Background: an optimization exercise with open tools, aiming at small area and few clock cycles per item. Do not read the settings as production practice.
The RTL was checked by simulation tests, not by an equivalence proof against the original design.

## flanger_dp
module flanger_dp (
    input  wire        clk,
    input  wire        rst_n,
    input  wire        in_valid,
    output wire        in_ready,
    input  wire [31:0] tap_a,
    input  wire [31:0] tap_b,
    input  wire [31:0] frac,
    input  wire [31:0] dry,
    input  wire [31:0] feedback,
    input  wire [31:0] mix,
    output wire        out_valid,
    output wire [31:0] wet,
    output wire [31:0] out
);
Size: roughly 120000 µm² of cells after synthesis.
==> flow/config.mk <==
export PLATFORM = sky130hd
export DESIGN_NAME = flanger_dp
export DESIGN_NICKNAME = flanger_dp
export VERILOG_FILES = /design/flow/design.v
export SDC_FILE = /design/flow/constraint.sdc
export NUM_CORES = 4
export LEC_CHECK = 0
export ABC_AREA = 1
export CAP_MARGIN = 20
export CORE_MARGIN = 2
export CORE_UTILIZATION = 45
export GPL_TIMING_DRIVEN = 0
export SLEW_MARGIN = 20
==> flow/constraint.sdc <==
create_clock -name core_clock -period 21.0 [get_ports {clk}]
set_input_delay 4.2000 -clock core_clock [delete_from_list [all_inputs] [get_ports {clk}]]
set_output_delay 4.2000 -clock core_clock [all_outputs]
set_load 0.01 [all_outputs]
standard.sh (not shown) runs the stock make flow with config.mk's settings and CLKGATE_MAP_FILE= SYNTH_SCRIPT=/design/flow/synth_recipe.tcl, a recipe that flattens the netlist after the stock synthesis.
==> flow/flow/run.sh <==
#!/bin/bash
set -euo pipefail
cd "$(dirname "$0")/.."
RES=orfs/results/${FLOW_PLATFORM:-sky130hd}/flanger_dp/base

regs() { grep -oE 'sky130_fd_sc_hd__df[a-z0-9_]+ +[^ ]+' "$1" | sed 's/_[0-9]* / /' | sort; }

# 1. standard synthesis, kept for reference
bash standard.sh synth > synth_standard.log 2>&1
cp "$RES/1_2_yosys.v" standard_1_2_yosys.v
regs standard_1_2_yosys.v > regs_standard.txt

# 2. synthesis without the fine-grained abc pass
bash standard.sh clean_synth > clean_synth.log 2>&1
export SYNTH_OPERATIONS_ARGS=-noabc
if bash standard.sh synth > synth_noabc.log 2>&1; then
  regs "$RES/1_2_yosys.v" > regs_noabc.txt
else
  : > regs_noabc.txt
fi
if ! cmp -s regs_standard.txt regs_noabc.txt; then
  echo "registers differ from the standard synthesis: using the standard synthesis" | tee fallback.txt
  unset SYNTH_OPERATIONS_ARGS
  bash standard.sh clean_synth > clean_synth2.log 2>&1
  bash standard.sh synth > synth_standard2.log 2>&1
fi

# 3. the rest of the standard layout; the buffers abc put in are removed at
#    floorplan, and placement's repair_design buffers what needs it
export REMOVE_ABC_BUFFERS=1
# clock tree: ORFS's default arguments, without dummy loads
export CTS_ARGS="-sink_clustering_enable -repair_clock_nets -dont_use_dummy_load"
bash standard.sh finish > layout.log 2>&1
Testbench counts at the start, summed over its fixed seeds: cycles 16,048, items 16,000.
Edit:
--- a/flow/flow/run.sh
+++ b/flow/flow/run.sh
@@ -29,5 +29,5 @@
 #    floorplan, and placement's repair_design buffers what needs it
 export REMOVE_ABC_BUFFERS=1
-# clock tree: ORFS's default arguments, without dummy loads
-export CTS_ARGS="-sink_clustering_enable -repair_clock_nets -dont_use_dummy_load"
+# clock tree: ORFS's default arguments, without dummy loads, with larger sink clusters
+export CTS_ARGS="-sink_clustering_enable -repair_clock_nets -dont_use_dummy_load -sink_clustering_size 30 -sink_clustering_max_diameter 100"
 bash standard.sh finish > layout.log 2>&1
After rerunning: Routed wire length drops slightly. Fmax stays flat. Hold slack gets better by 0.024 ns. Area after synthesis is unchanged.

== the baseline ==
flanger_dp, a different RTL version from the one above (not shown whole).
For scale: ~17,000 cells after synthesis, ~810 flip-flops.
==> flow/config.mk <==
export PLATFORM = sky130hd
export DESIGN_NAME = flanger_dp
export DESIGN_NICKNAME = flanger_dp
export VERILOG_FILES = /design/flow/design.v
export SDC_FILE = /design/flow/constraint.sdc
export NUM_CORES = 4
export LEC_CHECK = 0
export ABC_AREA = 1
export CAP_MARGIN = 30
export CORE_MARGIN = 2
export CORE_UTILIZATION = 55
export GPL_TIMING_DRIVEN = 0
export SLEW_MARGIN = 30
==> flow/constraint.sdc <==
create_clock -name core_clock -period 21.0 [get_ports {clk}]
set_input_delay 4.2000 -clock core_clock [delete_from_list [all_inputs] [get_ports {clk}]]
set_output_delay 4.2000 -clock core_clock [all_outputs]
set_load 0.01 [all_outputs]
==> flow/flow/run.sh <==
#!/bin/bash
set -euo pipefail
cd "$(dirname "$0")/.."
RES=orfs/results/${FLOW_PLATFORM:-sky130hd}/flanger_dp/base

regs() { grep -oE 'sky130_fd_sc_hd__df[a-z0-9_]+ +[^ ]+' "$1" | sed 's/_[0-9]* / /' | sort; }

# 1. standard synthesis, kept for reference
bash standard.sh synth > synth_standard.log 2>&1
cp "$RES/1_2_yosys.v" standard_1_2_yosys.v
regs standard_1_2_yosys.v > regs_standard.txt

# 2. synthesis without the fine-grained abc pass
bash standard.sh clean_synth > clean_synth.log 2>&1
export SYNTH_OPERATIONS_ARGS=-noabc
if bash standard.sh synth > synth_noabc.log 2>&1; then
  regs "$RES/1_2_yosys.v" > regs_noabc.txt
else
  : > regs_noabc.txt
fi
if ! cmp -s regs_standard.txt regs_noabc.txt; then
  echo "registers differ from the standard synthesis: using the standard synthesis" | tee fallback.txt
  unset SYNTH_OPERATIONS_ARGS
  bash standard.sh clean_synth > clean_synth2.log 2>&1
  bash standard.sh synth > synth_standard2.log 2>&1
fi

# 3. the rest of the standard layout; the buffers abc put in are removed at
#    floorplan, and placement's repair_design buffers what needs it
export REMOVE_ABC_BUFFERS=1
# ports are buffered with the smallest buffer
export BUFFER_PORTS_ARGS="-buffer_cell sky130_fd_sc_hd__buf_1"
# clock tree: ORFS's default arguments, without dummy loads, with larger sink clusters
export CTS_ARGS="-sink_clustering_enable -repair_clock_nets -dont_use_dummy_load -sink_clustering_size 30 -sink_clustering_max_diameter 100"
bash standard.sh finish > layout.log 2>&1
The baseline reached the final stage; the timing, design-rule and antenna checks on its layout passed.
Testbench counts of the baseline, summed over its fixed seeds: cycles 16,048, items 16,000.
The inputs of the candidate differ from those of the baseline as listed below.
- changing CORE_UTILIZATION from 55 to 38
### Flow results
The candidate completed every stage of the flow, and the final layout passed the timing, design-rule and antenna checks. The non-clock buffer count was comparable across the candidate and the baseline. Diff the baseline -> the candidate: final net count held steady; maximum cell stage delay along the critical path rose by 0.04 ns.

Another version of the RTL of flanger_dp (not shown whole).
Size in the first run: ~21000 cells after synthesis, ~810 flip-flops, ~140000 um^2 of cells after synthesis.
Settings: LEC_CHECK=0, ABC_AREA=1, CAP_MARGIN=20, CORE_MARGIN=2, CORE_UTILIZATION=55, SLEW_MARGIN=20; clock period 21.0 ns.
run.sh (not shown) runs the stock make flow with config.mk's settings and CLKGATE_MAP_FILE= SYNTH_SCRIPT=/design/flow/synth_recipe.tcl, a recipe that flattens the netlist after the stock synthesis.
Stock flow here: none of the scripts above is used.
The baseline went through all stages and came out clean.
Testbench counts at the start, summed over its fixed seeds: cycles 16,048, items 16,000.
Rerun with:
==> flow/flow/run.sh (new file) <==
#!/bin/bash
set -euo pipefail
cd "$(dirname "$0")/.."
RES=orfs/results/${FLOW_PLATFORM:-sky130hd}/flanger_dp/base

regs() { grep -oE 'sky130_fd_sc_hd__df[a-z0-9_]+ +[^ ]+' "$1" | sed 's/_[0-9]* / /' | sort; }

# 1. standard synthesis, kept for reference
bash standard.sh synth > synth_standard.log 2>&1
cp "$RES/1_2_yosys.v" standard_1_2_yosys.v
regs standard_1_2_yosys.v > regs_standard.txt

# 2. synthesis without the fine-grained abc pass
bash standard.sh clean_synth > clean_synth.log 2>&1
export SYNTH_OPERATIONS_ARGS=-noabc
if bash standard.sh synth > synth_noabc.log 2>&1; then
  regs "$RES/1_2_yosys.v" > regs_noabc.txt
else
  : > regs_noabc.txt
fi
if ! cmp -s regs_standard.txt regs_noabc.txt; then
  echo "registers differ from the standard synthesis: using the standard synthesis" | tee fallback.txt
  unset SYNTH_OPERATIONS_ARGS
  bash standard.sh clean_synth > clean_synth2.log 2>&1
  bash standard.sh synth > synth_standard2.log 2>&1
fi

# 3. the rest of the standard layout; the buffers abc put in are removed at
#    floorplan, and placement's repair_design buffers what needs it
export REMOVE_ABC_BUFFERS=1
bash standard.sh finish > layout.log 2>&1
==> flow/standard.sh (new file) <==
#!/bin/bash
# synth_recipe.tcl (not shown) runs the flow's synth.tcl, then flattens the netlist and writes it again
# the make line also repeats each setting of config.mk as NAME=value (left out here)
make -C /OpenROAD-flow-scripts/flow DESIGN_CONFIG=/design/flow/config.mk WORK_HOME=/design/flow/orfs CLKGATE_MAP_FILE= SYNTH_SCRIPT=/design/flow/synth_recipe.tcl "${@:-finish}"
--- a/flow/config.mk
+++ b/flow/config.mk
@@ -10,3 +10,4 @@
 export CORE_MARGIN = 2
-export CORE_UTILIZATION = 55
+export CORE_UTILIZATION = 45
+export GPL_TIMING_DRIVEN = 0
 export SLEW_MARGIN = 20
removed: flow/run.sh
=>
- The changed run completed and failed the layout checks on capacitance limit, slew limit
- via count went down by about a fifth
- flip-flop and latch count does not change
- setup slack is worse by 100 ps
- final area went down by a few percent
- die area went up by roughly a tenth
- synthesized area went down by a few percent

Another version of the RTL of flanger_dp (not shown whole).
Size in the first run: ~18000 cells after synthesis, about 260 I/O pins, about 130000 µm² of cells after synthesis.
==> flow/config.mk <==
export PLATFORM = sky130hd
export DESIGN_NAME = flanger_dp
export DESIGN_NICKNAME = flanger_dp
export VERILOG_FILES = /design/flow/design.v
export SDC_FILE = /design/flow/constraint.sdc
export NUM_CORES = 4
export LEC_CHECK = 0
export ABC_AREA = 1
export CAP_MARGIN = 30
export CORE_MARGIN = 2
export CORE_UTILIZATION = 45
export CTS_CLUSTER_DIAMETER = 100
export CTS_CLUSTER_SIZE = 25
export SLEW_MARGIN = 30
==> flow/constraint.sdc <==
create_clock -name core_clock -period 21.0 [get_ports {clk}]
set_input_delay 4.2000 -clock core_clock [delete_from_list [all_inputs] [get_ports {clk}]]
set_output_delay 4.2000 -clock core_clock [all_outputs]
set_load 0.01 [all_outputs]
Stock flow here: none of the scripts above is used.
The starting point finished clean.
Testbench counts at the start, summed over its fixed seeds: cycles 16,048, items 16,000.
Change:
==> flow/flow/run.sh (new file) <==
#!/bin/bash
# Own layout flow: the standard layout (standard.sh) with its standard
# synthesis, changed only in how buffers and the clock tree are made:
# - the buffers abc put in are removed at floorplan (REMOVE_ABC_BUFFERS), and
#   placement's repair_design buffers what needs it;
# - each port gets a buf_1 as its buffer;
# - the clock tree is built without dummy loads, with sink clusters of up to 25.
set -euo pipefail
cd "$(dirname "$0")/.."

bash standard.sh synth > synth.log 2>&1

export REMOVE_ABC_BUFFERS=1
export BUFFER_PORTS_ARGS="-buffer_cell sky130_fd_sc_hd__buf_1"
export CTS_ARGS="-sink_clustering_enable -repair_clock_nets -dont_use_dummy_load -sink_clustering_size 25 -sink_clustering_max_diameter 100"
bash standard.sh finish > layout.log 2>&1
==> flow/standard.sh (new file) <==
#!/bin/bash
# synth_recipe.tcl (not shown) runs the flow's synth.tcl, then flattens the netlist and writes it again
# the make line also repeats each setting of config.mk as NAME=value (left out here)
make -C /OpenROAD-flow-scripts/flow DESIGN_CONFIG=/design/flow/config.mk WORK_HOME=/design/flow/orfs CLKGATE_MAP_FILE= SYNTH_SCRIPT=/design/flow/synth_recipe.tcl "${@:-finish}"
--- a/flow/config.mk
+++ b/flow/config.mk
@@ -11,4 +11,3 @@
 export CORE_UTILIZATION = 45
-export CTS_CLUSTER_DIAMETER = 100
-export CTS_CLUSTER_SIZE = 25
+export GPL_TIMING_DRIVEN = 0
 export SLEW_MARGIN = 30
removed: flow/run.sh
What happened: Non-clock buffer count falls by 210; clock-buffer cell count shrinks by 4; core utilization drops by 0.57 points.

what the ideal ports hide:
How much do the figures lean on ideal ports? The routed layouts below were timed once more, with nothing changed but the port constraints.
Step 1 sets driving cells, clkbuf_16 on the clock port and buf_2 on the other inputs (assumed; they add their load-dependent delay and slew).
Step 2 also shifts input and output timing later by t, the mid clock arrival at the registers, as if the neighbouring blocks saw the same clock.
Three values: ideal, step 1, step 2; two values: the first two.
run | shift t [ns] | setup slack, ns | worst hold slack (ns) | worst setup path after step 2 | pins driven straight from the clock port
the first run of note 1 | 0.907 | 1.292 / 1.359 / 0.452 | 0.241 / 0.241 / 0.241 | input to register | 1
the second run of note 1 | 0.801 | 1.273 / 1.273 / 0.547 | 0.265 / 0.265 / 0.265 | input to register | 1
the baseline | 0.785 | 1.197 / 1.099 / 0.858 | 0.258 / 0.258 / 0.258 | input to register | 1
the candidate | 0.804 | 1.507 / 1.494 / 0.777 | 0.261 / 0.261 / 0.261 | input to register | 1
the first run of note 3 | 0.855 | 1.483 / 1.375 / 1.773 | 0.272 / 0.272 / 0.272 | register to register | 1
the second run of note 3 | 0.906 | 1.383 / 1.349 / 0.639 | 0.305 / 0.305 / 0.305 | input to register | 1
the first run of note 4 | 0.856 | 1.820 / 1.723 / 2.296 | 0.314 / 0.314 / 0.314 | register to register | 1
the second run of note 4 | 0.804 | 1.427 / 1.329 / 1.882 | 0.260 / 0.260 / 0.260 | register to register | 1
For the first run of note 1, which loses most, drivers alone change the setup slack by +0.067 ns; drivers and shift together by -0.840 ns.
